What follows belongs to an exercise in optimizing a design on an open flow for a short achievable clock period and few clock cycles; a production flow would make more cautious choices. Function was checked by simulation only, so behaviour that the tests miss may differ from the original. Power and IR drop assume default switching activity.

[design/flow/run.sh]
#!/bin/bash
# synth_recipe.tcl (not shown) runs the flow's synth.tcl, then flattens the netlist and writes it again
# the make line also repeats each setting of config.mk as NAME=value (left out here)
make -C /OpenROAD-flow-scripts/flow DESIGN_CONFIG=/design/flow/config.mk WORK_HOME=/design/flow/orfs CLKGATE_MAP_FILE= SYNTH_SCRIPT=/design/flow/synth_recipe.tcl finish
[design/flow/config.mk]
export PLATFORM = sky130hd
export DESIGN_NAME = beebc_core
export DESIGN_NICKNAME = beebc_core
export VERILOG_FILES = /design/flow/design.v
export SDC_FILE = /design/flow/constraint.sdc
export NUM_CORES = 4
export LEC_CHECK = 0
export ABC_CLOCK_PERIOD_IN_PS = 2000
export CAP_MARGIN = 20
export CORE_MARGIN = 2
export CORE_UTILIZATION = 40
export SETUP_SLACK_MARGIN = 3.0
export SLEW_MARGIN = 20
[design/flow/constraint.sdc]
create_clock -name core_clock -period 5.0 [get_ports {clk}]
set_input_delay 1.0000 -clock core_clock [delete_from_list [all_inputs] [get_ports {clk}]]
set_output_delay 1.0000 -clock core_clock [all_outputs]
set_load 0.01 [all_outputs]
[design/flow/design.v]
module beebc_decoder (
    input  wire [3:0] opcode,
    output wire       is_lda,
    output wire       is_alu,    
    output wire       is_sub,
    output wire       is_sta,
    output wire       is_ldi,
    output wire       is_jmp,
    output wire       is_jc,
    output wire       is_jz,
    output wire       is_out,
    output wire       is_hlt
);
    assign is_lda = (opcode == 4'd1);
    assign is_alu = (opcode == 4'd2) | (opcode == 4'd3);
    assign is_sub = (opcode == 4'd3);
    assign is_sta = (opcode == 4'd4);
    assign is_ldi = (opcode == 4'd5);
    assign is_jmp = (opcode == 4'd6);
    assign is_jc  = (opcode == 4'd7);
    assign is_jz  = (opcode == 4'd8);
    assign is_out = (opcode == 4'd14);
    assign is_hlt = (opcode == 4'd15);
endmodule
module beebc_core (
    input  wire       clk,
    input  wire       rst,         
    output wire [3:0] mem_addr,
    input  wire [7:0] mem_rdata,
    output wire [7:0] mem_wdata,
    output wire       mem_we,
    output wire [7:0] out,
    output wire       out_strobe,
    output wire       halted
);
    reg  [7:0] xir;
    reg        xv;          
    reg  [7:0] bop;         
    reg        bv;          
    reg x_lda, x_alu, x_sub, x_sta, x_ldi, x_out, x_hlt;    
    reg  [7:0] fir;
    reg [15:0] f_oh;        
    reg        fv;          
    reg f_lda, f_alu, f_sub, f_sta, f_ldi, f_jmp, f_jc, f_jz, f_out, f_hlt;  
    reg  [3:0] fpc;
    reg  [3:0] fpc1;        
    reg  [3:0] fpc2;        
    reg [15:0] fpc1_oh;     
    reg        pend;        
    reg        pkind;       
    reg  [7:0] firb;
    reg [15:0] fb_oh;
    reg        fbv;
    reg  [3:0] fpcb;
    reg  [3:0] fpcb1;
    reg  [3:0] fpcb2;
    reg [15:0] fpcb1_oh;
    reg  [7:0] a;
    reg  [7:0] alu;
    reg  [7:0] out_r;
    reg        cf;
    reg        zf;
    reg        halted_r;    
    reg        halted_o;    
    reg        out_valid;   
    reg  [7:0] mc [0:15];
    reg [15:0] mc_oh [0:15];  
    reg [15:0] mv;
    reg  [3:0] pa;          
    reg        pwe;         
    reg        p_opnd;      
    reg        p_fill;      
    function [15:0] dec16;
        input [3:0] v;
        dec16 = 16'h0001 << v;
    endfunction
    function [15:0] rotl;
        input [15:0] v;
        rotl = {v[14:0], v[15]};
    endfunction
    function [15:0] rotr;
        input [15:0] v;
        rotr = {v[0], v[15:1]};
    endfunction
    function [7:0] sel8;
        input [15:0] oh;
        integer k;
        begin
            sel8 = 8'h00;
            for (k = 0; k < 16; k = k + 1)
                sel8 = sel8 | (mc[k] & {8{oh[k]}});
        end
    endfunction
    function [15:0] sel16;
        input [15:0] oh;
        integer k;
        begin
            sel16 = 16'h0000;
            for (k = 0; k < 16; k = k + 1)
                sel16 = sel16 | (mc_oh[k] & {16{oh[k]}});
        end
    endfunction
    wire run = ~halted_r;
    wire rd  = ~pwe;
    wire [3:0] xn = xir[3:0];
    wire x_exec  = run & xv & ~((x_lda | x_alu) & ~bv) & ~(x_hlt & out_valid);
    wire advance = run & (~xv | x_exec);    
    wire x_flags = x_exec & x_alu;          
    wire [7:0] sum, dif;
    wire       s_co, d_co;
    beebc_add8 u_add (.x(a), .y(bop),  .ci(1'b0), .s(sum), .co(s_co));
    beebc_add8 u_sub (.x(a), .y(~bop), .ci(1'b1), .s(dif), .co(d_co));
    wire       ovf   = x_sub ? ~d_co : s_co;    
    wire [7:0] r     = x_sub ? dif : sum;
    wire       z_new = x_sub ? (a == bop) : ((a == 8'h00) & (bop == 8'h00));
    wire [7:0] alu_next = ovf ? alu : r;
    wire  [3:0] jn     = fir[3:0];
    wire        jv     = fv & ~pend;
    wire j_pend  = x_flags & (f_jc | f_jz);
    wire j_taken = f_jmp | (~x_flags & ((f_jc & cf) | (f_jz & zf)));
    wire [15:0] rd_oh = dec16(mem_rdata[3:0]);
    wire        m1_w  = pwe & (xn == jn);
    wire        m1_r  = rd  & (pa == jn);
    wire        m1_v  = |(mv & f_oh);
    wire  [7:0] m1    = m1_v ? sel8(f_oh)  : mem_rdata;
    wire [15:0] m1_oh = m1_v ? sel16(f_oh) : rd_oh;
    wire        m1ok  = ~m1_w & (m1_v | m1_r);
    wire        m2_w  = pwe & (xn == fpc1);
    wire        m2_r  = rd  & (pa == fpc1);
    wire        m2_v  = |(mv & fpc1_oh);
    wire  [7:0] m2    = m2_v ? sel8(fpc1_oh)  : mem_rdata;
    wire [15:0] m2_oh = m2_v ? sel16(fpc1_oh) : rd_oh;
    wire        m2ok  = ~m2_w & (m2_v | m2_r);
    wire        j_self = f_sta & |(f_oh & fpc1_oh);
    wire        m2okf  = m2ok & ~j_self;
    wire        psel    = pkind ? zf : cf;
    wire        pr_b    = rd & (pa == fpcb);    
    wire        pr_a    = rd & (pa == fpc);     
    wire        pv      = psel ? (fv | pr_a) : (fbv | pr_b);
    wire  [7:0] pir     = psel ? (fv ? fir : mem_rdata) : (fbv ? firb : mem_rdata);
    wire [15:0] p_oh    = psel ? (fv ? f_oh : rd_oh) : (fbv ? fb_oh : rd_oh);
    wire  [3:0] ppc     = psel ? fpc  : fpcb;
    wire  [3:0] ppc1    = psel ? fpc1 : fpcb1;
    wire  [3:0] ppc2    = psel ? fpc2 : fpcb2;
    wire [15:0] ppc1_oh = psel ? fpc1_oh : fpcb1_oh;
    wire        f_fill  = ~fv & p_fill & ~pend;
    wire halt_nx = halted_r | halted_o | (x_exec & x_hlt);
    wire outv_nx = x_exec & x_out;
    wire       jd_sta  = f_sta & ~halt_nx;
    wire       jd_opnd = (f_lda | f_alu) & ~m1ok;
    wire [3:0] jn1     = jn + 4'd1;
    wire [3:0] pa_t    = (jd_sta | jd_opnd) ? jn : (~m1ok  ? jn   : jn1);
    wire [3:0] pa_n    = (jd_sta | jd_opnd) ? jn : (~m2okf ? fpc1 : fpc2);
    wire       fill_t  = ~(jd_sta | jd_opnd) & ~m1ok;
    wire       fill_n  = ~(jd_sta | jd_opnd) & ~m2okf;
    wire [3:0] pa_p    = ~m2okf ? fpc1 : (~m1ok ? jn : fpc2);
    wire       hd_sta  = xv & x_sta & ~halt_nx;
    wire       hd_opnd = xv & (x_lda | x_alu) & ~bv & ~p_opnd;
    wire       fv_h    = fv | f_fill;
    wire [3:0] pf_h    = |(mv & fpc1_oh) ? fpc2 : fpc1;
    wire [15:0] fpc2_oh = rotl(fpc1_oh);
    wire [15:0] jn1_oh  = rotl(f_oh);
    reg  [3:0] pa_nx;
    reg        pwe_nx, opnd_nx, fill_nx;
    always @(*) begin
        pa_nx = fpc;
        pwe_nx = 1'b0; opnd_nx = 1'b0; fill_nx = 1'b0;
        if (advance & jv) begin
            pwe_nx   = jd_sta;
            opnd_nx  = jd_opnd;
            if (j_pend) begin
                pa_nx    = pa_p;
            end else begin
                pa_nx    = j_taken ? pa_t : pa_n;
                fill_nx  = j_taken ? fill_t : fill_n;
            end
        end else if (advance & pend) begin
            pa_nx    = pv ? ppc1 : ppc;
            fill_nx  = ~pv;
        end else if (~advance & (hd_sta | hd_opnd)) begin
            pa_nx    = xn;
            pwe_nx   = hd_sta;
            opnd_nx  = hd_opnd;
        end else if (~fv_h) begin
            pa_nx    = fpc;
            fill_nx  = 1'b1;
        end else begin
            pa_nx    = pf_h;
        end
    end
    wire m1_hlt  = m1ok & (m1[7:4] == 4'hf);
    wire m2_hlt  = m2okf & (m2[7:4] == 4'hf);
    wire fa_hlt  = ~j_pend & (j_taken ? m1_hlt : m2_hlt);
    wire early_a = jv & ~((f_lda | f_alu) & ~m1ok) & ~f_sta & ~f_out & fa_hlt;
    wire fh_hlt  = ~pend & fv & f_hlt;
    wire early_h = xv & ~((x_lda | x_alu) & ~bv & ~p_opnd) & ~x_sta & ~x_out & fh_hlt;
    always @(posedge clk) begin
        if (rst) begin
            mv <= 16'h0000;
        end else if (run) begin
            if (pwe) begin
                mc[pa]    <= a;
                mc_oh[pa] <= dec16(a[3:0]);
            end else begin
                mc[pa]    <= mem_rdata;
                mc_oh[pa] <= rd_oh;
            end
            mv[pa] <= 1'b1;
        end
    end
    wire        use_a   = j_taken | j_pend;      
    wire  [7:0] fir_nx  = use_a ? m1 : m2;
    wire [15:0] f_oh_nx = use_a ? m1_oh : m2_oh;
    reg   [7:0] fload;
    always @(*) begin
        if (advance & jv)       fload = fir_nx;
        else if (advance & pend) fload = pir;
        else                     fload = mem_rdata;
    end
    wire fl_lda, fl_alu, fl_sub, fl_sta, fl_ldi, fl_jmp, fl_jc, fl_jz, fl_out, fl_hlt;
    beebc_decoder u_df (
        .opcode (fload[7:4]),
        .is_lda (fl_lda), .is_alu (fl_alu), .is_sub (fl_sub), .is_sta (fl_sta),
        .is_ldi (fl_ldi), .is_jmp (fl_jmp), .is_jc  (fl_jc),  .is_jz  (fl_jz),
        .is_out (fl_out), .is_hlt (fl_hlt)
    );
    wire f_load = (advance & (jv | pend)) | f_fill;
    always @(posedge clk) begin
        if (rst) begin
            xv       <= 1'b0;
            fv       <= 1'b0;
            pend     <= 1'b0;
            fpc      <= 4'h0;
            fpc1     <= 4'h1;
            fpc2     <= 4'h2;
            fpc1_oh  <= 16'h0002;
            a        <= 8'h00;
            alu      <= 8'h00;
            out_r    <= 8'h00;
            cf       <= 1'b0;
            zf       <= 1'b0;
            halted_r <= 1'b0;
            halted_o <= 1'b0;
            out_valid <= 1'b0;
            pa       <= 4'h0;
            pwe      <= 1'b0;
            p_opnd   <= 1'b0;
            p_fill   <= 1'b1;
        end else begin
            out_valid <= outv_nx;
            if (run) begin
                pa     <= pa_nx;
                pwe    <= pwe_nx;
                p_opnd <= opnd_nx;
                p_fill <= fill_nx;
                if (f_load) begin
                    fir   <= fload;
                    f_lda <= fl_lda;
                    f_alu <= fl_alu;
                    f_sub <= fl_sub;
                    f_sta <= fl_sta;
                    f_ldi <= fl_ldi;
                    f_jmp <= fl_jmp;
                    f_jc  <= fl_jc;
                    f_jz  <= fl_jz;
                    f_out <= fl_out;
                    f_hlt <= fl_hlt;
                end
                if (advance) begin
                    xir   <= fir;
                    xv    <= jv;
                    x_lda <= f_lda;
                    x_alu <= f_alu;
                    x_sub <= f_sub;
                    x_sta <= f_sta;
                    x_ldi <= f_ldi;
                    x_out <= f_out;
                    x_hlt <= f_hlt;
                    bop   <= m1;
                    bv    <= m1ok;
                    if (jv) begin
                        f_oh <= f_oh_nx;
                        fv   <= use_a ? m1ok : m2okf;
                        pend <= j_pend;
                        pkind <= f_jz;
                        if (use_a) begin
                            fpc     <= jn;
                            fpc1    <= jn1;
                            fpc2    <= jn + 4'd2;
                            fpc1_oh <= jn1_oh;
                        end else begin
                            fpc     <= fpc1;
                            fpc1    <= fpc2;
                            fpc2    <= fpc2 + 4'd1;
                            fpc1_oh <= fpc2_oh;
                        end
                        firb     <= m2;
                        fb_oh    <= m2_oh;
                        fbv      <= m2okf;
                        fpcb     <= fpc1;
                        fpcb1    <= fpc2;
                        fpcb2    <= fpc2 + 4'd1;
                        fpcb1_oh <= fpc2_oh;
                    end else if (pend) begin
                        f_oh    <= p_oh;
                        fv      <= pv;
                        pend    <= 1'b0;
                        fpc     <= ppc;
                        fpc1    <= ppc1;
                        fpc2    <= ppc2;
                        fpc1_oh <= ppc1_oh;
                    end else if (f_fill) begin
                        f_oh <= rd_oh;
                        fv   <= 1'b1;
                    end
                    halted_o <= halt_nx | (((jv & f_hlt) | early_a) & ~outv_nx);
                end else begin
                    if (p_opnd) begin
                        bop <= mem_rdata;
                        bv  <= 1'b1;
                    end
                    if (f_fill) begin
                        f_oh <= rd_oh;
                        fv   <= 1'b1;
                    end
                    halted_o <= halt_nx | (((xv & x_hlt) | early_h) & ~outv_nx);
                end
            end
            if (x_exec) begin
                if (x_lda) a <= bop;
                if (x_ldi) a <= {4'h0, xn};
                if (x_alu) begin
                    a   <= alu_next;
                    alu <= alu_next;
                    cf  <= ovf;
                    zf  <= z_new;
                end
                if (x_out) out_r <= a;
                if (x_hlt) halted_r <= 1'b1;
            end
            if (halted_o) halted_r <= 1'b1;
        end
    end
    assign mem_addr   = pa;
    assign mem_wdata  = a;
    assign mem_we     = pwe;
    assign out        = out_r;
    assign out_strobe = out_valid;
    assign halted     = halted_o;
endmodule
module beebc_add8 (
    input  wire [7:0] x,
    input  wire [7:0] y,
    input  wire       ci,
    output wire [7:0] s,
    output wire       co
);
    wire [7:0] p = x ^ y;
    wire [7:0] g0 = {x[7:1] & y[7:1], (x[0] & y[0]) | (p[0] & ci)};
    wire [7:0] p0 = p;
    wire [7:0] g1, p1, g2, p2, g3;
    genvar i;
    generate
        for (i = 0; i < 8; i = i + 1) begin : l1
            if (i >= 1) begin : a
                assign g1[i] = g0[i] | (p0[i] & g0[i-1]);
                assign p1[i] = p0[i] & p0[i-1];
            end else begin : b
                assign g1[i] = g0[i];
                assign p1[i] = p0[i];
            end
        end
        for (i = 0; i < 8; i = i + 1) begin : l2
            if (i >= 2) begin : a
                assign g2[i] = g1[i] | (p1[i] & g1[i-2]);
                assign p2[i] = p1[i] & p1[i-2];
            end else begin : b
                assign g2[i] = g1[i];
                assign p2[i] = p1[i];
            end
        end
        for (i = 0; i < 8; i = i + 1) begin : l3
            if (i >= 4) begin : a
                assign g3[i] = g2[i] | (p2[i] & g2[i-4]);
            end else begin : b
                assign g3[i] = g2[i];
            end
        end
    endgenerate
    wire [7:0] c = {g3[6:0], ci};
    assign s  = p ^ c;
    assign co = g3[7];
endmodule
==> results.py, run 1 <==
metrics = {
    "synth": {
        "syn_area_sq_um": 27500,
        "synth_simple_gate_area_frac": 0.108,
        "synth_nets": 2396,
        "synth_top_area_frac": 0.538,
        "synth.distinct_cells": 74,
        "synth_cells": 2360,
        "ys.warnings.count": 1,
        "yosysSeqAreaShare": 0.598,
        "synth_fa_ha_area_frac": 0.0124,
        "yosys.area_share.xor_xnor": 0.0112,
        "synth_top_family_by_area": "compound AO/OA/AOI/OAI gates",
        "synth_most_common_cell": "edfxtp_1",
        "async_flop_share": 0,
        "synth-seq-cells": 575,
        "synth_edf_count": 492,
        "synth_commonest_cells": "edfxtp_1 (492), nand2_1 (217), a22oi_1 (151), a21oi_1 (145), nor2_1 (143)",
        "synthMuxAreaShare": 0.0214,
        "synth-compound-area-share": 0.212,
        "yosys.area.top_type": "edfxtp_1",
        "synth_area_leaders": "edfxtp_1 (54%), dfxtp_1 (6.0%), a22o_1 (4.2%)",
        "ys.flop_type": "edfxtp_1",
        "avgSynthCellArea_sq_um": 11.6,
    },
    "pwr": {
        "p_leak_uw": 0.0133,
        "peakVddDrop_v": 0.000389,
        "report.power.total_uw": 27600,
        "powerDensity_nw_per_um2": 741,
    },
    "job": {
        "cap_violations": 0,
    },
    "floorplan": {
        "die_w_um": 266,
        "die_area_sq_um": 70800,
        "die_y_um": 266,
        "io_pins": 33,
        "placementRows": 96,
        "initial_utilization": 0.403,
        "coreArea_sq_um": 68200,
    },
    "status": {
        "outcome": "timing/DRC/antenna clean",
    },
    "grt": {
        "grtUsageTotal": 0.345,
        "grt_overflow": 0,
        "grt_max_degree": 81,
        "grt_pass1_wl_um": 174000,
        "antenna_found_initial": 9,
        "first_global_vias": 23700,
    },
    "sta": {
        "rsz0062_at_grt": "yes",
        "worst_pin_slew_ns": 1.04,
        "skew_ns": 0.0408,
        "min_period_ns": 3.00,
        "clock.fmax_ghz": 0.333,
        "tns_ns": 0,
        "slew_headroom": 0.308,
        "slew_violations": 0,
        "setup-violations-final": 0,
        "hold_viol": 0,
        "post-route-period-util": 0.601,
    },
    "routing": {
        "ant_nets": 0,
        "drt_iter0_markers": 4930,
        "drt-wirelength-per-cell_um": 36.2,
        "drc": 0,
        "vias_per_cell": 7.23,
        "routed_wl_um": 130000,
        "first_pass_iters": 9,
        "route.vias.total": 26000,
    },
    "placement": {
        "place_hpwl_um": 60000,
        "io_buffers": 32,
        "gp_congestion": 0.914,
    },
    "worst_setup_path": {
        "end_kind": "flop",
        "path_class": "flop to flop",
        "path_common_cell": "mux2_4",
        "cp_data_arrival_time_ns": 3.52,
        "cp_slowest_stage_delay_ns": 0.46,
        "cp_slowest_cell": "edfxtp_1",
        "crit_path_start_kind": "flop",
        "path_cells": "buf_12 -> buf_4 -> a22o_1 -> a221oi_2 -> nand4_1 -> mux2_4 -> mux2_4 -> o21ai_4 -> inv_2 -> or2_4 -> nor2_2",
        "required_ns": 5.51,
        "cp_max_fo": 4,
    },
    "layout": {
        "multi_input_area_sq_um": 12100,
        "nets": 2697,
        "seq_area_sq_um": 16500,
        "fill_cells": 5427,
        "final_layout_size_suffix_gt1_frac": 0.337,
        "area_growth_pct": 35.5,
    },
    "clock_network": {
        "cts_sinks": 575,
        "cts_buffers": 59,
        "cts_tree": "done",
        "cts.path.max_buffers": 3,
        "worstSkewPairLatency_ns": 0.67,
        "cts_root_buf": "clkbuf_16",
        "postCtsHoldBufs": 0,
        "path_clk_slew_ns": 0.07,
        "cts_max_level": 2,
    },
    "hold_path": {
        "hp-class": "flop to flop",
    },
}
==> through the flow <==
step | setup slack [ns] | cells | hold slack, ns | area, sq um | utilization
6_report | 2.00 | 3595 | 0.430 | 37200 | 0.545
3_5_place_dp | 1.36 | 3155 | 0.416 | 28800 | 0.422
3_3_place_gp | 1.47 | 3155 | 0.412 | 28800 | 0.422
2_1_floorplan | 1.88 | 2360 | 0.400 | 27700 | -
5_1_grt | 2.03 | 3593 | 0.445 | 37200 | 0.545
4_1_cts | 2.22 | 3505 | 0.430 | 35300 | 0.517
==> final timing paths <==
kind / slack [ns] / endpoint / depth (start not counted) / start
max: 2.00 / f_sta / 11 / f_oh[1]
min: 0.43 / x_sub / 0 / f_sub
max reg2reg: 2.00 / f_sta / 11 / f_oh[1]
min reg2reg: 0.43 / x_sub / 0 / f_sub
==> placed cells by master (no fill, tap or decap), types with 15 or more instances in the layout <==
| cell | count |
|---|---|
| nand2_1 | 161 |
| buf_6 | 119 |
| buf_12 | 67 |
| buf_8 | 19 |
| o211ai_1 | 23 |
| nor3_4 | 16 |
| inv_1 | 30 |
| a22o_1 | 133 |
| or3_1 | 15 |
| nand2_4 | 16 |
| nor3_1 | 27 |
| mux2i_1 | 32 |
| xnor2_1 | 19 |
| ha_1 | 17 |
| o21ai_4 | 17 |
| o21ai_2 | 19 |
| nand3_1 | 44 |
| nand4_1 | 52 |
| nand3_2 | 20 |
| a21oi_1 | 122 |
| clkbuf_16 | 67 |
| buf_4 | 185 |
| dfxtp_4 | 23 |
| edfxtp_1 | 492 |
| nor2_2 | 17 |
| a22oi_1 | 148 |
| a21oi_2 | 23 |
| a221oi_1 | 94 |
| nor2_1 | 115 |
| nand2_2 | 39 |
| dfxtp_1 | 46 |
| o21ai_0 | 32 |
| a221oi_2 | 35 |
| o22ai_1 | 36 |
==> layout make-up <==
type,count,share of cell area
clock buffer,71,0.0417
sequential,575,0.445
tap,882,0.0297
clock inverter,39,0.0142
inverter,37,0.00420
timing repair buffer,429,0.140
multi-input combinational,1559,0.325
antenna,3,0.000202
==> layer usage <==
metal	share of wire	track usage	wire length [um]
met1	0.33	0.422	43300
met3	0.17	0.142	22200
met2	0.40	0.494	52400
met5	0.0016	0.000693	204
met4	0.092	0.242	12000
==> sequential cells by signal, summed over array words and instances, names as in the netlist, 16 cells and up <==
name	count
mc_oh	256
mc	128
f_oh	16
fb_oh	16
fpc1_oh	16
fpcb1_oh	16
mv	16
==> where the power goes <==
group          internal [uW]  leakage, uW  switching [uW]
clock                   2750      0.00100            2030
sequential              6310      0.00528             785
combinational           6560      0.00702            9130
==> critical path: cells and delay by family, from the launching register on <==
kind / cells / cell delay [ns]
AOI/OAI and AO/OA: 3 / 0.53
buffers and inverters: 3 / 0.39
DFF: 1 / 0.46
muxes: 2 / 0.70
and+or+nand+nor: 3 / 0.75
==> what timing repair did <==
item / 4_1_cts / 5_1_grt
resized for setup: 639 / 266
setup endpoints to repair: 1048 / 893
setup buffers: 209 / 75
gates cloned: 31 / 11
pin swaps: 155 / 169
==> kinds of logic after synthesis <==
kind of cell               Yosys count
DFF                                575
xor gates and xnor gates            35
buffers and inverters              237
muxes                               57
AOI/OAI and AO/OA                  796
and+or+nand+nor                    634
adders and majority gates           26
Testbench counts, summed over its fixed seeds: cycles 27,888.
==> run 2: changes to the inputs <==
--- a/design/flow/design.v
+++ b/design/flow/design.v
@@ -43,3 +43,2 @@
     reg        fv;          
-    reg f_lda, f_alu, f_sub, f_sta, f_ldi, f_jmp, f_jc, f_jz, f_out, f_hlt;  
     reg  [3:0] fpc;
@@ -66,3 +65,2 @@
     reg  [7:0] mc [0:15];
-    reg [15:0] mc_oh [0:15];  
     reg [15:0] mv;
@@ -93,11 +91,2 @@
     endfunction
-    function [15:0] sel16;
-        input [15:0] oh;
-        integer k;
-        begin
-            sel16 = 16'h0000;
-            for (k = 0; k < 16; k = k + 1)
-                sel16 = sel16 | (mc_oh[k] & {16{oh[k]}});
-        end
-    endfunction
     wire run = ~halted_r;
@@ -118,2 +107,9 @@
     wire        jv     = fv & ~pend;
+    wire f_lda, f_alu, f_sub, f_sta, f_ldi, f_jmp, f_jc, f_jz, f_out, f_hlt;
+    beebc_decoder u_dj (
+        .opcode (fir[7:4]),
+        .is_lda (f_lda), .is_alu (f_alu), .is_sub (f_sub), .is_sta (f_sta),
+        .is_ldi (f_ldi), .is_jmp (f_jmp), .is_jc  (f_jc),  .is_jz  (f_jz),
+        .is_out (f_out), .is_hlt (f_hlt)
+    );
     wire j_pend  = x_flags & (f_jc | f_jz);
@@ -124,4 +120,4 @@
     wire        m1_v  = |(mv & f_oh);
-    wire  [7:0] m1    = m1_v ? sel8(f_oh)  : mem_rdata;
-    wire [15:0] m1_oh = m1_v ? sel16(f_oh) : rd_oh;
+    wire  [7:0] m1    = sel8(f_oh & mv) | (mem_rdata & {8{m1_r}});
+    wire [15:0] m1_oh = dec16(m1[3:0]);
     wire        m1ok  = ~m1_w & (m1_v | m1_r);
@@ -130,4 +126,4 @@
     wire        m2_v  = |(mv & fpc1_oh);
-    wire  [7:0] m2    = m2_v ? sel8(fpc1_oh)  : mem_rdata;
-    wire [15:0] m2_oh = m2_v ? sel16(fpc1_oh) : rd_oh;
+    wire  [7:0] m2    = sel8(fpc1_oh & mv) | (mem_rdata & {8{m2_r}});
+    wire [15:0] m2_oh = dec16(m2[3:0]);
     wire        m2ok  = ~m2_w & (m2_v | m2_r);
@@ -202,6 +198,4 @@
                 mc[pa]    <= a;
-                mc_oh[pa] <= dec16(a[3:0]);
             end else begin
                 mc[pa]    <= mem_rdata;
-                mc_oh[pa] <= rd_oh;
             end
@@ -219,9 +213,2 @@
     end
-    wire fl_lda, fl_alu, fl_sub, fl_sta, fl_ldi, fl_jmp, fl_jc, fl_jz, fl_out, fl_hlt;
-    beebc_decoder u_df (
-        .opcode (fload[7:4]),
-        .is_lda (fl_lda), .is_alu (fl_alu), .is_sub (fl_sub), .is_sta (fl_sta),
-        .is_ldi (fl_ldi), .is_jmp (fl_jmp), .is_jc  (fl_jc),  .is_jz  (fl_jz),
-        .is_out (fl_out), .is_hlt (fl_hlt)
-    );
     wire f_load = (advance & (jv | pend)) | f_fill;
@@ -257,12 +244,2 @@
                     fir   <= fload;
-                    f_lda <= fl_lda;
-                    f_alu <= fl_alu;
-                    f_sub <= fl_sub;
-                    f_sta <= fl_sta;
-                    f_ldi <= fl_ldi;
-                    f_jmp <= fl_jmp;
-                    f_jc  <= fl_jc;
-                    f_jz  <= fl_jz;
-                    f_out <= fl_out;
-                    f_hlt <= fl_hlt;
                 end
==> results.py, run 2 <==
metrics = {
    "status": {
        "outcome": "timing/DRC/antenna clean",
    },
    "pwr": {
        "sw_frac_of_total": 0.408,
        "combPwrFrac": 0.527,
        "p_seq_frac": 0.284,
        "p_switching_uw": 5880,
        "clkPwrFrac": 0.189,
        "p_leak_uw": 0.00828,
        "peakVddDrop_v": 0.000337,
        "powerDensity_nw_per_um2": 642,
        "p_int_uw": 8530,
    },
    "synth": {
        "synthMuxAreaShare": 0.0445,
        "synth_simple_gate_area_frac": 0.151,
        "synth-seq-cells": 309,
        "synth-compound-area-share": 0.203,
        "ys.warnings.count": 1,
        "async_flop_share": 0,
        "synth_top_area_frac": 0.421,
        "synth_fa_ha_area_frac": 0.0219,
        "synth_commonest_cells": "edfxtp_1 (226), nor2_1 (143), nand2_1 (136), a22oi_1 (124), a21oi_1 (110)",
        "synth_top_family_by_area": "compound AO/OA/AOI/OAI gates",
        "synth.distinct_cells": 69,
        "yosys.area_share.xor_xnor": 0.0185,
        "ys.flop_type": "edfxtp_1",
        "yosysSeqAreaShare": 0.524,
        "synth_cells": 1577,
        "yosys.area.top_type": "edfxtp_1",
        "synth_edf_count": 226,
        "avgSynthCellArea_sq_um": 10.2,
        "synth_most_common_cell": "edfxtp_1",
        "syn_area_sq_um": 16100,
        "synth_nets": 1614,
        "synth_area_leaders": "edfxtp_1 (42%), dfxtp_1 (10%), a22oi_1 (5.8%)",
    },
    "placement": {
        "gp_congestion": 0.974,
        "place_hpwl_um": 37300,
        "dp_cells": 2032,
        "io_buffers": 32,
        "placed_area_sq_um": 17200,
    },
    "routing": {
        "vias_per_cell": 6.45,
        "routed_wl_um": 64700,
        "drt_iter0_markers": 2191,
        "route.vias.total": 15200,
        "first_pass_iters": 8,
        "drt-wirelength-per-cell_um": 27.4,
        "drc": 0,
        "ant_nets": 0,
    },
    "clock_network": {
        "cts_buffers": 36,
        "cts_sinks": 309,
        "worstSkewPairLatency_ns": 0.56,
        "cts_max_level": 2,
        "cts.path.max_buffers": 3,
        "cts_root_buf": "clkbuf_16",
        "postCtsHoldBufs": 0,
        "cts_tree": "done",
        "path_clk_slew_ns": 0.06,
    },
    "sta": {
        "rsz0062_at_grt": "yes",
        "min_period_ns": 2.72,
        "hold_viol": 0,
        "skew_ns": 0.0353,
        "worst_pin_slew_ns": 0.880,
        "slew_violations": 0,
        "clock.fmax_ghz": 0.368,
        "tns_ns": 0,
        "setup-violations-final": 0,
        "post-route-period-util": 0.544,
        "slew_headroom": 0.413,
    },
    "hold_path": {
        "hp-class": "flop to flop",
        "min_from": "out_r[7]",
        "min_to": "out_r[7]",
        "whs_path_depth": 2,
    },
    "floorplan": {
        "placementRows": 73,
        "die_y_um": 205,
        "io_pins": 33,
        "die_area_sq_um": 41900,
        "die_w_um": 205,
        "initial_utilization": 0.406,
        "coreArea_sq_um": 39700,
    },
    "worst_setup_path": {
        "path_class": "flop to flop",
        "rr_worst_depth": 10,
        "crit_path_start_kind": "flop",
        "required_ns": 5.46,
        "rrSetupSlack_ns": 2.28,
        "cp_data_arrival_time_ns": 3.18,
        "r2r_start": "fpc1_oh[7]",
        "cp_max_fo": 8,
        "end_kind": "flop",
        "r2r_end": "pa[1]",
    },
    "grt": {
        "grt_pass1_wl_um": 92100,
        "first_global_vias": 14400,
        "grtUsageTotal": 0.298,
        "grt_overflow": 0,
        "antenna_found_initial": 0,
        "grt_max_degree": 55,
    },
    "layout": {
        "fin_cells": 2357,
        "final_common_cell": "edfxtp_1",
        "final_core_util": 0.565,
        "nets": 1843,
        "area_growth_pct": 39.2,
        "finalInstanceArea_sq_um": 22400,
        "layout_common_cells": "edfxtp_1 (226), buf_4 (163), a22oi_1 (110), nor2_1 (110), nand2_1 (109)",
        "largest-register": "mc",
        "final_layout_size_suffix_gt1_frac": 0.390,
        "largest_register_ffs": 128,
    },
    "job": {
        "cap_violations": 0,
    },
}
## run 2: cell count changes after synthesis, sizes merged, moves of 13 or more
cell	change
and2	+32
a21oi	-37
a32oi	+13
a22o	-129
o22ai	-28
nand3	-34
or3	-17
buf	-83
a22oi	-27
nor3	-23
nand2	-81
a211oi	+23
edfxtp	-266
a221oi	-112
## run 2: power by group through the flow
stage / registers [uW] / logic, uW / clock network, uW
3_5_place_dp: 4260 / 4400 / 0
6_report: 4090 / 7590 / 2720
4_1_cts: 4070 / 6450 / 2740
3_3_place_gp: 4250 / 4360 / 0
5_1_grt: 4120 / 7950 / 2840
2_1_floorplan: 3800 / 3500 / 0
## run 2: layer usage
layer  vias up  global-route usage  wire length (um)
met5         -                   0                60
met4         2               0.144              4100
met3       293              0.0808              7300
met2      1069               0.459             28400
met1      7374               0.386             24800
li1       6471                   -                 -
## run 2: metrics by stage
stage	hold WS, ns	setup WS [ns]	total power, uW
after floorplan	0.406	2.30	7300
after global placement	0.442	1.42	8610
after detailed placement	0.446	1.39	8660
after CTS	0.450	2.30	13300
after global routing	0.474	2.19	14900
final	0.452	2.28	14400
## run 2: final cells by class
cell class                 instances  area [sq um]
tap                              525           657
inverter                          32           135
fill                            3213         17300
sequential                       309          8560
timing repair buffer             308          3110
clock inverter                    14           204
antenna                            1          2.50
multi-input combinational       1119          8770
clock buffer                      49          1000
## run 2: how the worst max path moves through the flow
stage / start / endpoint / slack [ns] / cells after the start
6_report: fpc1_oh[7] / pa[1] / 2.28 / 10
2_1_floorplan: fpc1_oh[13] / pa[1] / 2.30 / 11
3_5_place_dp: x_alu / fb_oh[13] / 1.39 / 6
4_1_cts: fpc1_oh[13] / pa[1] / 2.30 / 10
5_1_grt: bop[0] / a[2] / 2.19 / 13
3_3_place_gp: x_alu / firb[2] / 1.42 / 6
## run 2: cells by family (layout without fill, tap and decap cells)
kind of cell             after synthesis  count (layout)
buffers and inverters                152             403
other                                  0               1
flip-flops                           309             309
AO/OA/AOI/OAI                        485             488
XOR/XNOR                              34              34
AND/OR/NAND/NOR                      504             504
multiplexers                          66              66
adder cells (fa/ha/maj)               27              27
## run 2: worst max-delay path: stages (launching register included)
cell and delay (ns):
dfxtp_4 0.35, and2_4 0.14, or4_4 0.55, or4_4 0.56
o211ai_4 0.19, buf_12 0.16, buf_4 0.11, nor2_1 0.04
a211oi_1 0.29, a2111oi_2 0.08, nor3_1 0.15
## run 2: repair_timing
action,4_1_cts,5_1_grt
pin swaps,106,95
cloned,7,2
hold endpoints to repair,0,0
gates resized for setup,432,191
setup endpoints to repair,405,257
buffers inserted,195,57
Testbench counts of run 2, summed over its fixed seeds: cycles 27,888.
==> run 3: changes to the inputs <==
--- a/design/flow/design.v
+++ b/design/flow/design.v
@@ -105,2 +105,5 @@
     wire [7:0] alu_next = ovf ? alu : r;
+    wire [7:0] a_ld  = (x_exec & x_lda) ? bop : ((x_exec & x_ldi) ? {4'h0, xn} : a);
+    wire [7:0] a_nr  = x_flags ? r : a_ld;
+    wire [7:0] a_nx  = (x_flags & ovf) ? alu : a_nr;
     wire  [3:0] jn     = fir[3:0];
@@ -145,9 +148,6 @@
     wire       jd_sta  = f_sta & ~halt_nx;
-    wire       jd_opnd = (f_lda | f_alu) & ~m1ok;
+    wire       f_ld    = f_lda | f_alu;
     wire [3:0] jn1     = jn + 4'd1;
-    wire [3:0] pa_t    = (jd_sta | jd_opnd) ? jn : (~m1ok  ? jn   : jn1);
-    wire [3:0] pa_n    = (jd_sta | jd_opnd) ? jn : (~m2okf ? fpc1 : fpc2);
-    wire       fill_t  = ~(jd_sta | jd_opnd) & ~m1ok;
-    wire       fill_n  = ~(jd_sta | jd_opnd) & ~m2okf;
-    wire [3:0] pa_p    = ~m2okf ? fpc1 : (~m1ok ? jn : fpc2);
+    wire [15:0] fpc2_oh = rotl(fpc1_oh);
+    wire [15:0] jn1_oh  = rotl(f_oh);
     wire       hd_sta  = xv & x_sta & ~halt_nx;
@@ -156,32 +156,53 @@
     wire [3:0] pf_h    = |(mv & fpc1_oh) ? fpc2 : fpc1;
-    wire [15:0] fpc2_oh = rotl(fpc1_oh);
-    wire [15:0] jn1_oh  = rotl(f_oh);
-    reg  [3:0] pa_nx;
-    reg        pwe_nx, opnd_nx, fill_nx;
-    always @(*) begin
-        pa_nx = fpc;
-        pwe_nx = 1'b0; opnd_nx = 1'b0; fill_nx = 1'b0;
-        if (advance & jv) begin
-            pwe_nx   = jd_sta;
-            opnd_nx  = jd_opnd;
-            if (j_pend) begin
-                pa_nx    = pa_p;
-            end else begin
-                pa_nx    = j_taken ? pa_t : pa_n;
-                fill_nx  = j_taken ? fill_t : fill_n;
+    wire       s_step  = advance & jv;
+    wire       s_pick  = advance & pend;
+    wire       s_hold  = ~advance & (hd_sta | hd_opnd);
+    wire       s_fill  = ~fv_h;
+    wire [3:0] c_pa   [0:3];
+    wire       c_opnd [0:3];
+    wire       c_fill [0:3];
+    genvar gi;
+    generate
+        for (gi = 0; gi < 4; gi = gi + 1) begin : dec
+            wire ok1 = gi[0];    
+            wire ok2 = gi[1];    
+            wire opnd = f_ld & ~ok1;
+            reg [3:0] pa_c;
+            reg       fill_c;
+            always @(*) begin
+                fill_c = 1'b0;
+                if (s_step) begin
+                    if (jd_sta | opnd)
+                        pa_c = jn;
+                    else if (j_pend)
+                        pa_c = ~ok2 ? fpc1 : (~ok1 ? jn : fpc2);
+                    else if (j_taken) begin
+                        pa_c   = ok1 ? jn1 : jn;
+                        fill_c = ~ok1;
+                    end else begin
+                        pa_c   = ok2 ? fpc2 : fpc1;
+                        fill_c = ~ok2;
+                    end
+                end else if (s_pick) begin
+                    pa_c   = pv ? ppc1 : ppc;
+                    fill_c = ~pv;
+                end else if (s_hold)
+                    pa_c = xn;
+                else if (s_fill) begin
+                    pa_c   = fpc;
+                    fill_c = 1'b1;
+                end else
+                    pa_c = pf_h;
             end
-        end else if (advance & pend) begin
-            pa_nx    = pv ? ppc1 : ppc;
-            fill_nx  = ~pv;
-        end else if (~advance & (hd_sta | hd_opnd)) begin
-            pa_nx    = xn;
-            pwe_nx   = hd_sta;
-            opnd_nx  = hd_opnd;
-        end else if (~fv_h) begin
-            pa_nx    = fpc;
-            fill_nx  = 1'b1;
-        end else begin
-            pa_nx    = pf_h;
+            assign c_pa[gi]   = pa_c;
+            assign c_fill[gi] = fill_c;
+            assign c_opnd[gi] = s_step ? opnd : (s_hold & hd_opnd);
         end
-    end
+    endgenerate
+    wire [1:0] okc     = {m2okf, m1ok};
+    wire [3:0] pa_nx   = c_pa[okc];
+    wire       fill_nx = c_fill[okc];
+    wire       opnd_nx = c_opnd[okc];
+    wire       pwe_nx  = s_step ? jd_sta : (s_hold & hd_sta);
+    wire       jd_opnd = f_ld & ~m1ok;
     wire m1_hlt  = m1ok & (m1[7:4] == 4'hf);
@@ -305,11 +326,9 @@
             end
+            a <= a_nx;
+            if (x_flags) begin
+                alu <= alu_next;
+                cf  <= ovf;
+                zf  <= z_new;
+            end
             if (x_exec) begin
-                if (x_lda) a <= bop;
-                if (x_ldi) a <= {4'h0, xn};
-                if (x_alu) begin
-                    a   <= alu_next;
-                    alu <= alu_next;
-                    cf  <= ovf;
-                    zf  <= z_new;
-                end
                 if (x_out) out_r <= a;
--- a/design/flow/config.mk
+++ b/design/flow/config.mk
@@ -7,6 +7,5 @@
 export LEC_CHECK = 0
-export ABC_CLOCK_PERIOD_IN_PS = 2000
 export CAP_MARGIN = 20
 export CORE_MARGIN = 2
-export CORE_UTILIZATION = 40
+export CORE_UTILIZATION = 55
 export SETUP_SLACK_MARGIN = 3.0
==> results.py, run 3 <==
metrics = {
    "floorplan": {
        "coreArea_sq_um": 29500,
        "io_pins": 33,
        "die_y_um": 177,
        "placementRows": 63,
        "initial_utilization": 0.555,
        "die_area_sq_um": 31200,
        "die_w_um": 177,
    },
    "layout": {
        "final_common_cell": "edfxtp_1",
        "largest-register": "mc",
        "layout_common_cells": "edfxtp_1 (226), buf_4 (176), nor2_1 (116)",
        "final_layout_size_suffix_gt1_frac": 0.417,
        "largest_register_ffs": 128,
        "nets": 1888,
        "area_growth_pct": 42.0,
        "diodes": 0,
        "fill_cells": 1765,
    },
    "clock_network": {
        "path_clk_slew_ns": 0.06,
        "cts_sinks": 309,
        "cts_buffers": 36,
        "cts_tree": "done",
        "cts.path.max_buffers": 3,
        "cts_root_buf": "clkbuf_16",
        "worstSkewPairLatency_ns": 0.54,
        "cts_max_level": 2,
    },
    "synth": {
        "yosysSeqAreaShare": 0.516,
        "synth_commonest_cells": "edfxtp_1 (226), nor2_1 (141), a22oi_1 (106), a21oi_1 (103), nand2_1 (91)",
        "synth-seq-cells": 309,
        "synth_edf_count": 226,
        "avgSynthCellArea_sq_um": 10.4,
        "synth_top_area_frac": 0.415,
        "synth_cells": 1569,
        "syn_area_sq_um": 16400,
        "yosys.area.top_type": "edfxtp_1",
        "synth_most_common_cell": "edfxtp_1",
        "synth_area_leaders": "edfxtp_1 (41%), dfxtp_1 (10%), a22oi_1 (4.9%)",
        "synth_nets": 1606,
        "synth.distinct_cells": 83,
        "ys.flop_type": "edfxtp_1",
        "async_flop_share": 0,
        "ys.warnings.count": 1,
    },
    "worst_setup_path": {
        "path_class": "flop to flop",
        "critPathBufInv": 1,
        "cp_slowest_cell": "edfxtp_1",
        "cp_data_arrival_time_ns": 3.08,
        "cp_max_fo": 4,
        "crit_family": "compound AO/OA/AOI/OAI gates",
        "end_kind": "flop",
        "crit_path_start_kind": "flop",
        "required_ns": 5.37,
        "rrSetupSlack_ns": 2.29,
        "cp_slowest_stage_delay_ns": 0.45,
        "path_cells": "ha_2 -> fa_2 -> nor2b_1 -> o21ai_1 -> a21boi_1 -> buf_4 -> o211ai_1 -> and3b_1 -> xnor2_2 -> mux2i_1 -> a2111oi_0",
    },
    "job": {
        "cap_violations": 0,
    },
    "sta": {
        "min_period_ns": 2.71,
        "slew_violations": 0,
        "post-route-period-util": 0.543,
        "tns_ns": 0,
        "skew_ns": 0.0351,
        "slew_headroom": 0.478,
        "clock.fmax_ghz": 0.369,
        "worst_pin_slew_ns": 0.782,
        "hold_viol": 0,
        "rsz0062_at_grt": "yes",
        "setup-violations-final": 0,
    },
    "placement": {
        "place_hpwl_um": 36800,
        "gp_congestion": 0.946,
        "io_buffers": 32,
    },
    "routing": {
        "route.vias.total": 16300,
        "routed_wl_um": 68800,
        "first_pass_iters": 6,
        "vias_per_cell": 7.20,
        "ant_nets": 0,
        "drc": 0,
        "drt_iter0_markers": 2427,
        "drt-wirelength-per-cell_um": 30.4,
    },
    "pwr": {
        "p_leak_uw": 0.00864,
        "powerDensity_nw_per_um2": 674,
        "peakVddDrop_v": 0.000399,
        "report.power.total_uw": 15700,
    },
    "grt": {
        "grt_use_met2": 0.628,
        "first_global_vias": 15100,
        "met3_usage": 0.106,
        "antenna_found_initial": 0,
        "grtUsageTotal": 0.412,
        "grt-busiest-layer": "met2",
        "grt_pass1_wl_um": 95200,
        "grt_overflow": 0,
        "met1_usage": 0.536,
        "grt_max_degree": 60,
    },
    "hold_path": {
        "hp-class": "flop to flop",
    },
    "status": {
        "outcome": "timing/DRC/antenna clean",
    },
}
==> run 3: cell types whose count changed after synthesis, sizes merged, moves of 16 or more <==
cell / change
a22oi: -18
a32oi: +16
buf: +31
clkbuf: -27
nand2: -45
o21ai: -31
==> run 3: cell type report <==
cell class / instances / area, sq um / area share
Multi-Input combinational cell: 1106 / 9010 / 0.388
Sequential cell: 309 / 8530 / 0.367
Timing Repair Buffer: 361 / 3850 / 0.166
Clock buffer: 44 / 993 / 0.0427
Tap cell: 390 / 488 / 0.0210
Clock inverter: 20 / 213 / 0.00915
Inverter: 36 / 151 / 0.00651
Timing Repair inverter: 1 / 7.51 / 0.000323
==> run 3: worst reg2reg max path: cells and delay by family, from the launching register on <==
kind | cells | cell delay [ns]
compound gates | 4 | 0.77
xor+xnor | 1 | 0.16
fa+ha+maj | 2 | 0.58
buf+inv | 1 | 0.14
flops | 1 | 0.45
mux | 1 | 0.10
simple gates | 2 | 0.36
==> run 3: worst paths after layout <==
kind	start	endpoint	cells after the start
worst max-delay path	bop[0]	a[6]	11
worst min-delay path	out_r[7]	out_r[7]	2
worst max register to register	bop[0]	a[6]	11
worst min register to register	out_r[7]	out_r[7]	2
==> run 3: report_power, final <==
group | switching (uW) | internal [uW] | leakage [uW]
Clock | 1100 | 1620 | 0.000597
Sequential | 706 | 3550 | 0.00281
Combinational | 4630 | 4050 | 0.00524
Total | 6430 | 9230 | 0.00864
==> run 3: kinds of logic (layout without fill, tap and decap cells) <==
logic type / Yosys count / after routing / synth area share
adders and majority gates: 27 / 27 / 0.0216
xor gates and xnor gates: 35 / 35 / 0.0187
buffers and inverters: 160 / 462 / 0.0410
AOI/OAI and AO/OA: 481 / 484 / 0.208
muxes: 71 / 71 / 0.0450
DFF: 309 / 309 / 0.516
and+or+nand+nor: 486 / 489 / 0.150
==> run 3: timing repair <==
action / in CTS / in global routing
setup endpoints to repair: 502 / 285
hold buffers: 0 / 0
gates resized for setup: 522 / 169
gates cloned: 15 / 3
buffers inserted: 235 / 66
pin swaps: 161 / 119
==> run 3: per-stage QoR <==
step	instance area [sq um]	worst slack, ns	hold WS [ns]	instances	util
CTS	21800	2.42	0.452	2198	0.741
global route	23200	2.26	0.463	2267	0.788
finish	23200	2.29	0.452	2267	0.788
detailed placement	17000	1.41	0.446	1884	0.577
global placement	17000	1.47	0.442	1884	0.577
floorplan	16800	1.93	0.403	1569	-
==> run 3: per-layer routing <==
metal | wire, um | vias to the layer above
met4 | 5220 | 0
met3 | 9190 | 447
li1 | - | 6634
met2 | 30100 | 1446
met5 | 0 | -
met1 | 24300 | 7788
Testbench counts of run 3, summed over its fixed seeds: cycles 27,888.
==> run 4: changes to the inputs <==
--- a/design/flow/config.mk
+++ b/design/flow/config.mk
@@ -9,4 +9,5 @@
 export CORE_MARGIN = 2
-export CORE_UTILIZATION = 55
+export CORE_UTILIZATION = 40
 export SETUP_SLACK_MARGIN = 3.0
 export SLEW_MARGIN = 20
+export SYNTH_HIERARCHICAL = 1
==> results.py, run 4 <==
metrics = {
    "synth": {
        "syn_area_sq_um": 16600,
        "async_flop_share": 0,
        "synth_most_common_cell": "edfxtp_1",
        "yosys.area.top_type": "edfxtp_1",
        "ys.warnings.count": 7,
        "avgSynthCellArea_sq_um": 10.2,
        "synth-seq-cells": 309,
        "ys.flop_type": "edfxtp_1",
        "synth_nets": 1665,
        "synth_top_area_frac": 0.408,
        "synth_edf_count": 226,
        "yosysSeqAreaShare": 0.508,
        "synth_cells": 1628,
        "synth.distinct_cells": 89,
        "synth_area_leaders": "edfxtp_1 (41%), dfxtp_1 (10%), nor2_1 (4.6%)",
        "synth_commonest_cells": "edfxtp_1 (226), nor2_1 (204), clkbuf_1 (111), nand2_1 (105), a21oi_1 (88)",
    },
    "layout": {
        "seq_area_sq_um": 8580,
        "largest-register": "mc",
        "final_layout_size_suffix_gt1_frac": 0.386,
        "multi_input_area_sq_um": 9200,
        "layout_common_cells": "edfxtp_1 (226), buf_4 (181), nor2_1 (145)",
        "fin_cells": 2445,
        "nets": 1922,
        "final_common_cell": "edfxtp_1",
        "largest_register_ffs": 128,
        "final_core_util": 0.564,
        "fill_cells": 3310,
        "area_growth_pct": 38.8,
    },
    "sta": {
        "tns_ns": 0,
        "layout_setup_ws_ns": 2.28,
        "slew_headroom": 0.393,
        "slew_violations": 0,
        "worst_pin_slew_ns": 0.911,
        "min_period_ns": 2.72,
        "setup-violations-final": 0,
        "rsz0062_at_grt": "yes",
        "clock.fmax_ghz": 0.367,
        "post-route-period-util": 0.544,
        "skew_ns": 0.0222,
        "hold_viol": 0,
    },
    "clock_network": {
        "postCtsHoldBufs": 0,
        "cts_sinks": 309,
        "cts_max_level": 2,
        "cts_tree": "done",
        "cts_buffers": 35,
        "path_clk_slew_ns": 0.06,
        "cts.path.max_buffers": 3,
        "cts_root_buf": "clkbuf_16",
        "worstSkewPairLatency_ns": 0.55,
    },
    "grt": {
        "grt_pass1_wl_um": 97000,
        "grt_max_degree": 77,
        "first_global_vias": 14900,
        "antenna_found_initial": 4,
        "grt_overflow": 0,
        "grtUsageTotal": 0.295,
    },
    "routing": {
        "ant_nets": 0,
        "drc": 0,
        "routed_wl_um": 72000,
        "drt-wirelength-per-cell_um": 29.4,
        "route.vias.total": 16600,
        "drt_iter0_markers": 2701,
        "vias_per_cell": 6.80,
        "first_pass_iters": 8,
    },
    "worst_setup_path": {
        "end_kind": "flop",
        "cp_slowest_stage_delay_ns": 0.45,
        "cp_slowest_cell": "edfxtp_1",
        "path_cells": "fa_2 -> inv_2 -> fa_2 -> nor2b_4 -> o21ai_2 -> a21oi_2 -> a211oi_2 -> a21oi_2 -> o21ai_4 -> buf_6 -> a21oi_1 -> nor2_1 -> a311o_1 -> a21oi_1",
        "required_ns": 5.46,
        "crit_family": "compound AO/OA/AOI/OAI gates",
        "rr_worst_depth": 14,
        "cp_max_fo": 5,
        "critical_path_depth": 14,
        "critPathBufInv": 2,
        "cp_data_arrival_time_ns": 3.18,
        "path_class": "flop to flop",
        "crit_path_start_kind": "flop",
    },
    "hold_path": {
        "hp-class": "flop to flop",
        "whs_path_depth": 2,
    },
    "floorplan": {
        "placementRows": 74,
        "io_pins": 33,
        "die_w_um": 208,
        "coreArea_sq_um": 40900,
        "die_area_sq_um": 43200,
        "initial_utilization": 0.406,
        "die_y_um": 208,
    },
    "pwr": {
        "powerDensity_nw_per_um2": 629,
        "peakVddDrop_v": 0.000310,
        "p_leak_uw": 0.00836,
        "report.power.total_uw": 14500,
    },
    "placement": {
        "io_buffers": 32,
        "pre_cts_slack_ns": 1.41,
        "dp_cells": 2088,
        "gp_congestion": 0.971,
        "place_hpwl_um": 39900,
    },
    "job": {
        "cap_violations": 0,
    },
    "status": {
        "outcome": "timing/DRC/antenna clean",
    },
}
-- run 4: repair_timing --
action | in CTS | in global routing
gates resized for setup | 462 | 207
gates cloned | 8 | 18
pin swaps | 79 | 104
buffers inserted | 174 | 92
endpoints found under the setup margin | 487 | 445
-- run 4: kinds of logic after synthesis --
logic type / synth area share
other: 0.000452
adders and majority gates: 0.0221
buffers and inverters: 0.0391
xor gates and xnor gates: 0.0269
DFF: 0.508
muxes: 0.0315
AOI/OAI and AO/OA: 0.205
and+or+nand+nor: 0.167
-- run 4: final timing paths --
check | slack, ns | start | endpoint
max | 2.28 | bop[0] | a[1]
min | 0.45 | out_r[7] | out_r[7]
max reg2reg | 2.28 | bop[0] | a[1]
min reg2reg | 0.45 | out_r[7] | out_r[7]
-- run 4: cell type report --
| type | count | share of cell area |
|---|---|---|
| antenna | 2 | 0.000217 |
| clock buffer | 43 | 0.0402 |
| clock inverter | 20 | 0.00851 |
| inverter | 33 | 0.00586 |
| multi-input combinational | 1172 | 0.399 |
| sequential | 309 | 0.372 |
| tap | 532 | 0.0288 |
| timing repair buffer | 334 | 0.146 |
-- run 4: where the power goes --
part	switching, uW	leakage (uW)	internal, uW
Clock	1110	0.000536	1480
Combinational	4230	0.00500	3410
Sequential	802	0.00283	3480
Total	6140	0.00836	8380
-- run 4: metal layers --
metal | track usage | vias up | routed length [um] | part of all wire
li1 | - | 6831 | - | -
met1 | 0.393 | 7932 | 26300 | 0.37
met2 | 0.443 | 1477 | 30800 | 0.43
met3 | 0.0885 | 376 | 10500 | 0.15
met4 | 0.129 | 6 | 4190 | 0.058
met5 | 0 | - | 87 | 0.0012
-- run 4: metrics by stage --
step           hold slack (ns)  cell area [sq um]
4_1_cts                  0.452              21200
3_3_place_gp             0.448              17400
6_report                 0.450              23100
5_1_grt                  0.480              23100
2_1_floorplan            0.406              16900
3_5_place_dp             0.448              17400
-- run 4: worst register-to-register path: cells and delay by family (launching register included) --
| family | cells | cell delay, ns |
|---|---|---|
| AOI/OAI and AO/OA | 8 | 1.22 |
| adders and majority gates | 2 | 0.63 |
| buffers and inverters | 2 | 0.18 |
| DFF | 1 | 0.45 |
| and+or+nand+nor | 2 | 0.18 |
-- run 4: modules after synthesis, one instance, submodules excluded --
module         copies in the design  area, sq um  flops+latches
beebc_add8                        2          337              0
beebc_decoder                     1          115              0
beebc_core                        1        15800            309
==> run 5: changes to the inputs <==
--- a/design/flow/config.mk
+++ b/design/flow/config.mk
@@ -7,2 +7,3 @@
 export LEC_CHECK = 0
+export ABC_CLOCK_PERIOD_IN_PS = 2000
 export CAP_MARGIN = 20
@@ -12,2 +13 @@
 export SLEW_MARGIN = 20
-export SYNTH_HIERARCHICAL = 1
==> results.py, run 5 <==
metrics = {
    "placement": {
        "place_hpwl_um": 38200,
        "gp_congestion": 0.989,
        "io_buffers": 32,
        "pre_cts_slack_ns": 1.52,
    },
    "sta": {
        "slew_violations": 0,
        "rsz0062_at_grt": "yes",
        "post-route-period-util": 0.532,
        "slew_headroom": 0.337,
        "min_period_ns": 2.66,
        "hold_slack_ns": 0.452,
        "skew_ns": 0.0216,
        "tns_ns": 0,
        "setup-violations-final": 0,
        "clock.fmax_ghz": 0.376,
        "layout_setup_ws_ns": 2.34,
        "worst_pin_slew_ns": 0.994,
        "hold_viol": 0,
    },
    "floorplan": {
        "die_w_um": 206,
        "io_pins": 33,
        "die_area_sq_um": 42600,
        "coreArea_sq_um": 40600,
        "die_y_um": 206,
        "placementRows": 74,
        "initial_utilization": 0.403,
    },
    "layout": {
        "diodes": 0,
        "area_growth_pct": 42.7,
        "largest_register_ffs": 128,
        "final_layout_size_suffix_gt1_frac": 0.415,
        "layout_common_cells": "edfxtp_1 (226), buf_4 (183), nor2_1 (120)",
        "final_common_cell": "edfxtp_1",
        "largest-register": "mc",
        "nets": 1885,
    },
    "routing": {
        "vias_per_cell": 6.75,
        "drc": 0,
        "route.vias.total": 16200,
        "drt_iter0_markers": 2424,
        "ant_nets": 0,
        "first_pass_iters": 9,
        "drt-wirelength-per-cell_um": 29.1,
        "routed_wl_um": 70000,
    },
    "synth": {
        "yosys.area.top_type": "edfxtp_1",
        "synth.distinct_cells": 83,
        "synth_edf_count": 226,
        "yosysSeqAreaShare": 0.516,
        "synth_nets": 1606,
        "synth-seq-cells": 309,
        "avgSynthCellArea_sq_um": 10.4,
        "synth_cells": 1569,
        "async_flop_share": 0,
        "synth_top_area_frac": 0.415,
        "ys.warnings.count": 1,
        "ys.flop_type": "edfxtp_1",
        "syn_area_sq_um": 16400,
        "synth_commonest_cells": "edfxtp_1 (226), nor2_1 (141), a22oi_1 (106), a21oi_1 (103), nand2_1 (91)",
        "synth_most_common_cell": "edfxtp_1",
        "synth_area_leaders": "edfxtp_1 (41%), dfxtp_1 (10%), a22oi_1 (4.9%)",
    },
    "pwr": {
        "powerDensity_nw_per_um2": 648,
        "report.power.total_uw": 15100,
        "p_leak_uw": 0.00859,
        "peakVddDrop_v": 0.000299,
    },
    "job": {
        "cap_violations": 0,
    },
    "hold_path": {
        "hp-class": "flop to flop",
        "whs_path_depth": 2,
    },
    "clock_network": {
        "path_clk_slew_ns": 0.06,
        "cts_buffers": 35,
        "cts.path.max_buffers": 3,
        "cts_root_buf": "clkbuf_16",
        "cts_sinks": 309,
        "cts_max_level": 2,
        "cts_tree": "done",
        "worstSkewPairLatency_ns": 0.55,
    },
    "grt": {
        "grt_max_degree": 73,
        "first_global_vias": 15100,
        "grt_overflow": 0,
        "grtUsageTotal": 0.305,
        "grt_pass1_wl_um": 96000,
        "antenna_found_initial": 0,
    },
    "worst_setup_path": {
        "end_kind": "flop",
        "rr_worst_depth": 7,
        "required_ns": 5.41,
        "path_class": "flop to flop",
        "cp_max_fo": 18,
        "crit_path_start_kind": "flop",
        "cp_data_arrival_time_ns": 3.07,
    },
    "status": {
        "outcome": "timing/DRC/antenna clean",
    },
}
[run 5: worst paths after layout]
kind | endpoint | slack, ns | start
max reg2reg | pa[0] | 2.34 | pend
max | pa[0] | 2.34 | pend
min | out_r[3] | 0.45 | out_r[3]
min reg2reg | out_r[3] | 0.45 | out_r[3]
[run 5: kinds of logic (layout without fill, tap and decap cells)]
family | count (synthesis) | count (layout) | synth area share
simple gates | 486 | 492 | 0.150
xor+xnor | 35 | 35 | 0.0187
compound gates | 481 | 485 | 0.208
flops | 309 | 309 | 0.516
fa+ha+maj | 27 | 27 | 0.0216
mux | 71 | 77 | 0.0450
buf+inv | 160 | 449 | 0.0410
[run 5: critical path, stage by stage, from the launching register on]
cell and delay, ns:
dfxtp_4 0.44, nor2_1 0.33, nand2_2 0.30, nand2_1 0.47, a211oi_1 0.17, a211oi_1 0.29, nor3_1 0.07, or4_1 0.46
[run 5: area by class of cell]
class | instances | area, sq um
multi-input combinational | 1116 | 9160
clock buffer | 51 | 987
timing repair buffer | 350 | 3740
clock inverter | 12 | 103
sequential | 309 | 8550
inverter | 36 | 159
tap | 532 | 666
fill | 3145 | 17300
[run 5: power breakdown]
| group | leakage [uW] | internal, uW | switching (uW) |
|---|---|---|---|
| Combinational | 0.00526 | 3820 | 4570 |
| Clock | 0.000519 | 1430 | 1080 |
| Sequential | 0.00281 | 3550 | 693 |
| Total | 0.00859 | 8800 | 6350 |
[run 5: through the flow]
stage | utilization | instance area, sq um | std cells
after floorplan | - | 16800 | 1569
after global placement | 0.423 | 17200 | 2026
after detailed placement | 0.423 | 17200 | 2026
after CTS | 0.536 | 21800 | 2325
after global routing | 0.575 | 23400 | 2406
final | 0.575 | 23400 | 2406
[run 5: timing repair]
item                       4_1_cts  5_1_grt
hold buffers                     0        0
setup endpoints to repair      487      353
gates resized for setup        521      181
setup buffers                  218       70
pin swaps                      139      115
cloned                          18       11
[run 5: routing by layer]
metal	part of all wire	GRT usage
met1	0.36	0.391
met2	0.43	0.467
met3	0.13	0.0874
met4	0.075	0.159
met5	0	0
==> run 6: changes to the inputs <==
--- a/design/flow/design.v
+++ b/design/flow/design.v
@@ -258,3 +258,3 @@
             out_valid <= outv_nx;
-            if (run) begin
+            begin
                 pa     <= pa_nx;
==> results.py, run 6 <==
metrics = {
    "routing": {
        "drt-wirelength-per-cell_um": 29.7,
        "ant_nets": 0,
        "first_pass_iters": 8,
        "route.vias.total": 15300,
        "drc": 0,
        "routed_wl_um": 68700,
        "drt_iter0_markers": 2550,
        "vias_per_cell": 6.60,
    },
    "sta": {
        "skew_ns": 0.0256,
        "slew_violations": 0,
        "setup-violations-final": 0,
        "worst_pin_slew_ns": 0.745,
        "clock.fmax_ghz": 0.367,
        "slew_headroom": 0.503,
        "hold_viol": 0,
        "tns_ns": 0,
        "layout_setup_ws_ns": 2.28,
        "rsz0062_at_grt": "yes",
        "post-route-period-util": 0.545,
        "min_period_ns": 2.72,
    },
    "synth": {
        "yosys.area.top_type": "edfxtp_1",
        "avgSynthCellArea_sq_um": 10.2,
        "ys.warnings.count": 1,
        "synth_nets": 1616,
        "synth_edf_count": 226,
        "syn_area_sq_um": 16100,
        "synth_area_leaders": "edfxtp_1 (42%), dfxtp_1 (10%), a22oi_1 (5.2%)",
        "synth_top_area_frac": 0.421,
        "yosysSeqAreaShare": 0.524,
        "ys.flop_type": "edfxtp_1",
        "synth.distinct_cells": 75,
        "synth-seq-cells": 309,
        "synth_cells": 1579,
        "synth_commonest_cells": "edfxtp_1 (226), nor2_1 (168), nand2_1 (125), a21oi_1 (112), a22oi_1 (112)",
        "async_flop_share": 0,
        "synth_most_common_cell": "edfxtp_1",
    },
    "worst_setup_path": {
        "required_ns": 5.41,
        "rrSetupSlack_ns": 2.28,
        "crit_family": "simple AND/OR/NAND/NOR gates",
        "cp_data_arrival_time_ns": 3.13,
        "path_class": "flop to flop",
        "cp_max_fo": 5,
        "critPathBufInv": 1,
        "crit_path_start_kind": "flop",
        "cp_slowest_cell": "edfxtp_1",
        "cp_slowest_stage_delay_ns": 0.59,
        "path_cells": "and2_4 -> or4_1 -> or3_4 -> o21ai_4 -> buf_6 -> mux2i_1 -> nor2_1 -> a21oi_1 -> o31ai_1",
        "end_kind": "flop",
    },
    "clock_network": {
        "cts_root_buf": "clkbuf_16",
        "cts_sinks": 309,
        "cts_tree": "done",
        "path_clk_slew_ns": 0.06,
        "cts.path.max_buffers": 3,
        "cts_max_level": 2,
        "cts_buffers": 37,
        "worstSkewPairLatency_ns": 0.55,
    },
    "layout": {
        "diodes": 0,
        "layout_common_cells": "edfxtp_1 (226), nor2_1 (141), buf_4 (138)",
        "final_common_cell": "edfxtp_1",
        "final_layout_size_suffix_gt1_frac": 0.359,
        "largest-register": "mc",
        "nets": 1799,
        "largest_register_ffs": 128,
        "area_growth_pct": 35.0,
    },
    "grt": {
        "first_global_vias": 14200,
        "grtUsageTotal": 0.318,
        "antenna_found_initial": 2,
        "grt_max_degree": 46,
        "grt_overflow": 0,
        "grt_pass1_wl_um": 97200,
    },
    "floorplan": {
        "placementRows": 73,
        "initial_utilization": 0.405,
        "die_y_um": 205,
        "die_area_sq_um": 41900,
        "io_pins": 33,
        "die_w_um": 205,
        "coreArea_sq_um": 39700,
    },
    "placement": {
        "gp_congestion": 0.988,
        "pre_cts_slack_ns": 1.51,
        "place_hpwl_um": 42900,
        "io_buffers": 32,
    },
    "pwr": {
        "p_int_uw": 8400,
        "p_seq_frac": 0.293,
        "p_switching_uw": 6130,
        "sw_frac_of_total": 0.422,
        "peakVddDrop_v": 0.000337,
        "combPwrFrac": 0.517,
        "clkPwrFrac": 0.190,
        "p_leak_uw": 0.00792,
        "powerDensity_nw_per_um2": 668,
    },
    "status": {
        "outcome": "timing/DRC/antenna clean",
    },
    "job": {
        "cap_violations": 0,
    },
    "hold_path": {
        "hp-class": "flop to flop",
    },
}
## run 6: changes by cell type in the layout (fill, tap and decap cells not counted), sizes merged, moves of 12 or more
cell	previous run	this run
buf	337	249
mux2	24	12
nand2	93	125
mux2i	53	41
nor2	141	169
## run 6: cells by family (layout without fill, tap and decap cells)
group	after synthesis	after routing	share of synthesized area
flip-flops	309	309	0.524
AND/OR/NAND/NOR	539	542	0.163
XOR/XNOR	38	38	0.0207
AO/OA/AOI/OAI	467	467	0.199
multiplexers	53	53	0.0341
adder cells (fa/ha/maj)	27	27	0.0219
buffers and inverters	146	354	0.0372
## run 6: per-layer routing
layer / share of wire / global-route usage
met5: 0 / 0
met4: 0.072 / 0.171
met3: 0.13 / 0.0735
met2: 0.42 / 0.464
met1: 0.38 / 0.436
## run 6: path summary, 6_finish.rpt
path / depth (start not counted) / endpoint / startpoint
worst max-delay path: 9 / p_fill / f_oh[0]
worst min-delay path: 2 / out_r[1] / out_r[1]
worst max register to register: 9 / p_fill / f_oh[0]
worst min register to register: 2 / out_r[1] / out_r[1]
## run 6: cell type report
class,instances,area [sq um]
well taps,525,657
multi-input cells,1127,8570
fillers,3360,18000
clock inverters,21,240
inverters,29,118
repair buffers,258,2610
flip-flops and latches,309,8550
clock buffers,46,991
## run 6: stage by stage
step / util / cell area, sq um / hold WS (ns) / power, uW / instances
floorplan: - / 16700 / 0.406 / 7380 / 1579
global placement: 0.431 / 17100 / 0.443 / 8950 / 2041
detailed placement: 0.431 / 17100 / 0.448 / 8940 / 2041
CTS: 0.515 / 20500 / 0.453 / 13200 / 2258
global route: 0.547 / 21700 / 0.488 / 15000 / 2315
finish: 0.547 / 21700 / 0.451 / 14500 / 2315
## run 6: what timing repair did
action / 4_1_cts / 5_1_grt
buffers inserted: 141 / 56
endpoints found under the hold margin: 0 / 0
pin swaps: 54 / 111
resized for setup: 368 / 197
cloned: 9 / 1
hold buffers: 0 / 0
setup endpoints to repair: 497 / 283
## run 6: worst register-to-register path: stages, from the launching register on
cell and delay (ns):
edfxtp_1 0.59, and2_4 0.29, or4_1 0.42, or3_4 0.36, o21ai_4 0.25, buf_6 0.16
mux2i_1 0.21, nor2_1 0.06, a21oi_1 0.13, o31ai_1 0.10
## run 6: power by group through the flow
stage,clock (uW),sequential [uW],combinational (uW)
after CTS,2780,4160,6210
after global placement,0,4360,4590
after global routing,2880,4280,7800
final,2770,4250,7510
after detailed placement,0,4380,4560
after floorplan,0,3840,3540
Testbench counts of run 6, summed over its fixed seeds: cycles 27,888.

[separate check: timing with driven ports]
No port has a modelled driver above. Below, the same layouts with a new extraction and two added sets of constraints.
Step 1: set_driving_cell puts a clkbuf_16 on clk and a buf_2 on each other input, an assumption about the parent block.
Step 2 moves the port delays by t, midway between the first and last clock arrival at a register: inputs arrive t later, outputs are due t later. That takes back most of the time a late clock gives input paths.
Slacks: ideal / step 1 / step 2; pairs: ideal / step 1.
run	t, ns	setup WS [ns]	worst hold slack (ns)	clock arrival spread, ns	worst slew at a driven data input, ns
run 1	0.719	1.997 / 1.997 / 1.997	0.430 / 0.430 / 0.430	0.041 / 0.042	0.10
run 2	0.603	2.280 / 2.280 / 1.995	0.452 / 0.452 / 0.452	0.035 / 0.035	0.04
run 3	0.583	2.287 / 2.287 / 1.959	0.452 / 0.452 / 0.452	0.036 / 0.035	0.13
run 4	0.599	2.278 / 2.278 / 1.708	0.450 / 0.450 / 0.450	0.023 / 0.023	0.09
run 5	0.597	2.341 / 2.341 / 1.860	0.452 / 0.452 / 0.452	0.022 / 0.022	0.06
run 6	0.601	2.276 / 2.276 / 2.007	0.451 / 0.451 / 0.451	0.025 / 0.026	0.03
After both steps setup and hold are still met in every run listed. The setup slack of run 4, which loses most, moves by 0.000 ns with the drivers and by -0.570 ns with both steps.
